This is an optimization exercise on Yosys and OpenROAD, whose aim is small area, a short achievable clock period and few clock cycles, not a production implementation. At most, simulation tests tie the RTL to the original design; equivalence was not proved. Power and IR drop assume default switching activity.

## the reference run
// rk_gpio
module rk_gpio (
    input              clk,
    input              rst,
    input              cmd_valid,
    output             cmd_ready,
    input      [31:0]  cmd_desc,
    input      [31:0]  cmd_data,
    output             rsp_valid,
    output     [2:0]   rsp_status,
    output     [31:0]  rsp_data,
    output             disp_valid,
    output     [7:0]   disp_irq,
    output             disp_exit,
    input      [63:0]  pad_in,
    output     [63:0]  pad_out,
    output     [63:0]  pad_oe,
    output     [63:0]  pull_en,
    output     [1:0]   bank_irq
);
Size: about 4400 cells after synthesis, about 910 flip-flops, about 370 I/O pins, about 44000 um^2 of cells after synthesis.
Settings: LEC_CHECK=0, CAP_MARGIN=10, CORE_MARGIN=2, CORE_UTILIZATION=50, CTS_BUF_LIST=sky130_fd_sc_hd__clkbuf_16, CTS_CLUSTER_DIAMETER=100, CTS_CLUSTER_SIZE=20, SLEW_MARGIN=10; clock period 10.0 ns.
standard.sh (not shown) runs the stock make flow with config.mk's settings and CLKGATE_MAP_FILE= SYNTH_SCRIPT=/design/flow/synth_recipe.tcl, a recipe that flattens the netlist after the stock synthesis.
==> flow/flow/run.sh <==
#!/bin/bash
# The standard layout (the standard.sh, unchanged synthesis), with a timing
# repair target below the clock period, port buffers that are plain buffers,
# and cell sizing not held to the same footprint.
set -euo pipefail
bash standard.sh synth > synth.log 2>&1
bash standard.sh SETUP_SLACK_MARGIN=6.8 MATCH_CELL_FOOTPRINT=0 \
    "BUFFER_PORTS_ARGS=-buffer_cell sky130_fd_sc_hd__buf_1" finish > layout.log 2>&1
Inputs modified between the reference run and the trial run:
-- flow/flow/run.sh --
<<< the reference run, line 6
bash standard.sh synth > synth.log 2>&1
bash standard.sh SETUP_SLACK_MARGIN=6.8 MATCH_CELL_FOOTPRINT=0 \
    "BUFFER_PORTS_ARGS=-buffer_cell sky130_fd_sc_hd__buf_1" finish > layout.log 2>&1
>>> the trial run, line 6
bash standard.sh synth > synth.log 2>&1
bash standard.sh SETUP_SLACK_MARGIN=6.7 MATCH_CELL_FOOTPRINT=0 \
    "BUFFER_PORTS_ARGS=-buffer_cell sky130_fd_sc_hd__buf_1" finish > layout.log 2>&1
Findings:
- Summary of the trial run over the reference run: non-clock buffer count saw a decrease; final cell count down 110; overall power after layout dropped about 1.1%; share of the final layout cell area in multi-input gates went up 0.52 points.
- Clock skew (lower): the reference run
- The reference run → the trial run: part of the cycle the worst path needs increased 0.25 points; number of nets in the layout decreased by 2.2% relative to the old numbers; flip-flop and latch share of the layout cell area shows an increase of 1.1 points.
- Fmax, the trial run and the reference run: lower on the trial run
- Cell-internal power delta for the trial run relative to the reference run: about 0.7% lower
- Compared to the reference run, the trial run has routed wirelength normalized by instance count 0.23 um higher.
No run of this note included a check of the RTL's function; only the layout flow was run.

---

rk_gpio, a different RTL version from the one above (not shown whole).
For scale: ~4,400 cells after synthesis, ~890 flip-flops, about 370 I/O pins, ~0.044 mm² of cells after synthesis.
// rk_gpio
module rk_gpio (
    input              clk,
    input              rst,
    input              cmd_valid,
    output             cmd_ready,
    input      [31:0]  cmd_desc,
    input      [31:0]  cmd_data,
    output             rsp_valid,
    output     [2:0]   rsp_status,
    output     [31:0]  rsp_data,
    output             disp_valid,
    output     [7:0]   disp_irq,
    output             disp_exit,
    input      [63:0]  pad_in,
    output     [63:0]  pad_out,
    output     [63:0]  pad_oe,
    output     [63:0]  pull_en,
    output     [1:0]   bank_irq
);
Settings: LEC_CHECK=0, CAP_MARGIN=20, CORE_MARGIN=2, CORE_UTILIZATION=55, CTS_BUF_LIST=sky130_fd_sc_hd__clkbuf_16, CTS_CLUSTER_DIAMETER=100, CTS_CLUSTER_SIZE=20, SLEW_MARGIN=20; clock period 10.0 ns.
==> flow/flow/run.sh <==
#!/bin/bash
# The standard layout (the standard.sh, unchanged synthesis), with a timing
# repair target below the clock period, port buffers that are plain buffers,
# and cell sizing not held to the same footprint.
set -euo pipefail
bash standard.sh synth > synth.log 2>&1
bash standard.sh SETUP_SLACK_MARGIN=6.6 MATCH_CELL_FOOTPRINT=0 \
    "BUFFER_PORTS_ARGS=-buffer_cell sky130_fd_sc_hd__buf_1" finish > layout.log 2>&1
The first run produced a clean layout.
Testbench counts at the start, summed over its fixed seeds: cycles 5,593.
==> next run, changes <==
--- a/flow/flow/run.sh
+++ b/flow/flow/run.sh
@@ -6,3 +6,3 @@
 bash standard.sh synth > synth.log 2>&1
-bash standard.sh SETUP_SLACK_MARGIN=6.6 MATCH_CELL_FOOTPRINT=0 \
+bash standard.sh SETUP_SLACK_MARGIN=6.7 MATCH_CELL_FOOTPRINT=0 \
     "BUFFER_PORTS_ARGS=-buffer_cell sky130_fd_sc_hd__buf_1" finish > layout.log 2>&1
- CORE_UTILIZATION: 55 -> 50
What happened: Sequential power barely changes; wire length came out lower by 0.88%; flip-flop and latch count does not change; final area is higher by 4.3%; core utilization falls by 3.2 points.
==> next run, changes <==
- CORE_UTILIZATION: 50 -> 55
After rerunning:
- setup slack loses 0.034 ns
- final cell count shrinks by 1.8%
- wire length goes down by 0.76%
- power grows by 0.57%
- sequential share of layout area stays flat

---

rk_gpio, a different RTL version from the one above (not shown whole).
==> flow/design.v (excerpt) <==
module rk_gpio (
    input              clk,
    input              rst,
    input              cmd_valid,
    output             cmd_ready,
    input      [31:0]  cmd_desc,
    input      [31:0]  cmd_data,
    output             rsp_valid,
    output     [2:0]   rsp_status,
    output     [31:0]  rsp_data,
    output             disp_valid,
    output     [7:0]   disp_irq,
    output             disp_exit,
    input      [63:0]  pad_in,
    output     [63:0]  pad_out,
    output     [63:0]  pad_oe,
    output     [63:0]  pull_en,
    output     [1:0]   bank_irq
);
==> flow/config.mk <==
export PLATFORM = sky130hd
export DESIGN_NAME = rk_gpio
export DESIGN_NICKNAME = rk_gpio
export VERILOG_FILES = /design/flow/design.v
export SDC_FILE = /design/flow/constraint.sdc
export NUM_CORES = 8
export LEC_CHECK = 0
export CAP_MARGIN = 10
export CORE_MARGIN = 2
export CORE_UTILIZATION = 50
export CTS_BUF_LIST = sky130_fd_sc_hd__clkbuf_16
export CTS_CLUSTER_DIAMETER = 100
export CTS_CLUSTER_SIZE = 20
export SLEW_MARGIN = 10
==> flow/constraint.sdc <==
create_clock -name core_clock -period 10.0 [get_ports {clk}]
set_input_delay 2.0000 -clock core_clock [delete_from_list [all_inputs] [get_ports {clk}]]
set_output_delay 2.0000 -clock core_clock [all_outputs]
set_load 0.01 [all_outputs]
==> flow/flow/run.sh <==
#!/bin/bash
# The standard layout (the standard.sh, unchanged synthesis), with a timing
# repair target below the clock period, port buffers that are plain buffers,
# and cell sizing not held to the same footprint.
set -euo pipefail
bash standard.sh synth > synth.log 2>&1
bash standard.sh SETUP_SLACK_MARGIN=6.5 MATCH_CELL_FOOTPRINT=0 \
    "BUFFER_PORTS_ARGS=-buffer_cell sky130_fd_sc_hd__buf_1" finish > layout.log 2>&1
Testbench counts at the start, summed over its fixed seeds: cycles 5,593.
Edit:
--- a/flow/flow/run.sh
+++ b/flow/flow/run.sh
@@ -5,4 +5,4 @@
 set -euo pipefail
 bash standard.sh synth > synth.log 2>&1
-bash standard.sh SETUP_SLACK_MARGIN=6.5 MATCH_CELL_FOOTPRINT=0 \
+bash standard.sh SETUP_SLACK_MARGIN=6.5 MATCH_CELL_FOOTPRINT=0 RECOVER_POWER=100 \
     "BUFFER_PORTS_ARGS=-buffer_cell sky130_fd_sc_hd__buf_1" finish > layout.log 2>&1
Outcome: Now the flow reached the layout checks and failed them: max-capacitance violations, max-slew violations. Wire length stays flat. Setup slack got worse by 3.4 ns. Non-clock buffer count stays the same. Synthesized area does not change. Cell count is about the same. Total power hardly moves. Clock skew fell by 0.0038 ns. First-iteration DRC count fell by 0.68%. Via count fell by 0.34%.

---

job 8003:
rk_gpio, a different RTL version from the one above (not shown whole).
Size in the first run: about 4300 cells after synthesis, ~900 flip-flops, roughly 44000 um2 of cells after synthesis.
clock: 10.0 ns
lec_check: 0
cap_margin: 20
core_margin: 2
core_utilization: 50
cts_buf_list: sky130_fd_sc_hd__clkbuf_16
cts_cluster_diameter: 100
cts_cluster_size: 20
slew_margin: 20
==> flow/flow/run.sh <==
#!/bin/bash
# The standard layout (the standard.sh, unchanged synthesis), with a timing
# repair target below the clock period, port buffers that are plain buffers,
# and cell sizing not held to the same footprint.
set -euo pipefail
bash standard.sh synth > synth.log 2>&1
bash standard.sh SETUP_SLACK_MARGIN=6.7 MATCH_CELL_FOOTPRINT=0 \
    "BUFFER_PORTS_ARGS=-buffer_cell sky130_fd_sc_hd__buf_1" finish > layout.log 2>&1
Testbench counts of job 8003, summed over its fixed seeds: cycles 5,593.
Here is what was changed in the inputs of job 4122 compared with job 8003.
diff --git a/flow/flow/run.sh b/flow/flow/run.sh
--- a/flow/flow/run.sh
+++ b/flow/flow/run.sh
@@ -5,4 +5,4 @@
 set -euo pipefail
 bash standard.sh synth > synth.log 2>&1
-bash standard.sh SETUP_SLACK_MARGIN=6.7 MATCH_CELL_FOOTPRINT=0 \
+bash standard.sh SETUP_SLACK_MARGIN=6.8 MATCH_CELL_FOOTPRINT=0 \
     "BUFFER_PORTS_ARGS=-buffer_cell sky130_fd_sc_hd__buf_1" finish > layout.log 2>&1
Notes after the runs:
Final hold violation count: job 8003 vs job 4122 identical
Re parity-gate share of the synthesized area counting xor and xnor cells: no difference whatsoever between job 8003 and job 4122.
Proportion of power drawn by combinational gates up 2.6 points in job 4122 wrt job 8003
Input changes introduced in job 9299 (baseline for comparison: job 4122):
Settings: a change of CORE_UTILIZATION from 50 to 55.
diff --git a/flow/flow/run.sh b/flow/flow/run.sh
--- a/flow/flow/run.sh
+++ b/flow/flow/run.sh
@@ -5,4 +5,4 @@
 set -euo pipefail
 bash standard.sh synth > synth.log 2>&1
-bash standard.sh SETUP_SLACK_MARGIN=6.8 MATCH_CELL_FOOTPRINT=0 \
+bash standard.sh SETUP_SLACK_MARGIN=6.7 MATCH_CELL_FOOTPRINT=0 \
     "BUFFER_PORTS_ARGS=-buffer_cell sky130_fd_sc_hd__buf_1" finish > layout.log 2>&1
Against job 4122, job 9299 reports a wire length that is lower.
Job 9299 — number of diodes added for antenna fixing 7 higher, job 4122 as reference
Of job 4122 and job 9299, the higher design internal power belongs to job 4122.
The number of tap cells added at floorplan of job 9299 is lower than that of job 4122.
The final layouts of job 4122 and job 9299 pass the timing, design-rule and antenna checks.
Job 9299 vs job 4122: required time of the worst setup path up in job 9299
Register share of the cell area: job 9299 vs job 4122 up 2.7 points

afterwards: timing with drivers on the ports:
How much do the figures lean on ideal ports? The routed layouts below were timed once more, with nothing changed but the port constraints. Step 1, drivers: a clkbuf_16 drives clk and a buf_2 each remaining input, both assumed. Step 2 times the ports against the registers' clock, not the clock port: input delays grow and output delays shrink by t, the midpoint of the rising clock arrivals with the driver on. Slacks: ideal ports / drivers / drivers and shift; pairs: ideal ports / drivers.
run	t (ns)	setup WS [ns]	hold slack, ns	worst setup path after step 2	slew at the worst register clock pin (ns)
the reference run	0.770	6.552 / 6.476 / 6.188	0.474 / 0.474 / 0.474	input to register	0.10 / 0.10
the trial run	0.772	6.527 / 6.451 / 6.072	0.465 / 0.465 / 0.465	input to register	0.11 / 0.11
the first run of note 2	0.751	6.300 / 6.300 / 5.789	0.443 / 0.443 / 0.443	input to register	0.10 / 0.10
the second run of note 2	0.764	6.548 / 6.471 / 5.995	0.434 / 0.434 / 0.434	input to register	0.10 / 0.10
the third run of note 2	0.744	6.514 / 6.438 / 5.965	0.408 / 0.408 / 0.408	input to register	0.11 / 0.11
the first run of note 3	0.748	6.420 / 6.413 / 5.954	0.507 / 0.507 / 0.507	input to register	0.10 / 0.10
the second run of note 3	0.748	3.035 / 3.035 / 3.035	0.506 / 0.506 / 0.506	register to register	0.10 / 0.10
job 8003	0.741	6.539 / 6.464 / 5.926	0.478 / 0.478 / 0.478	input to register	0.11 / 0.11
job 4122	0.731	6.226 / 6.226 / 5.818	0.473 / 0.473 / 0.473	input to register	0.11 / 0.11
job 9299	0.732	6.190 / 6.190 / 5.923	0.476 / 0.476 / 0.476	input to register	0.10 / 0.10
For job 8003, which loses most, drivers alone change the setup slack by -0.075 ns; drivers and shift together by -0.613 ns.
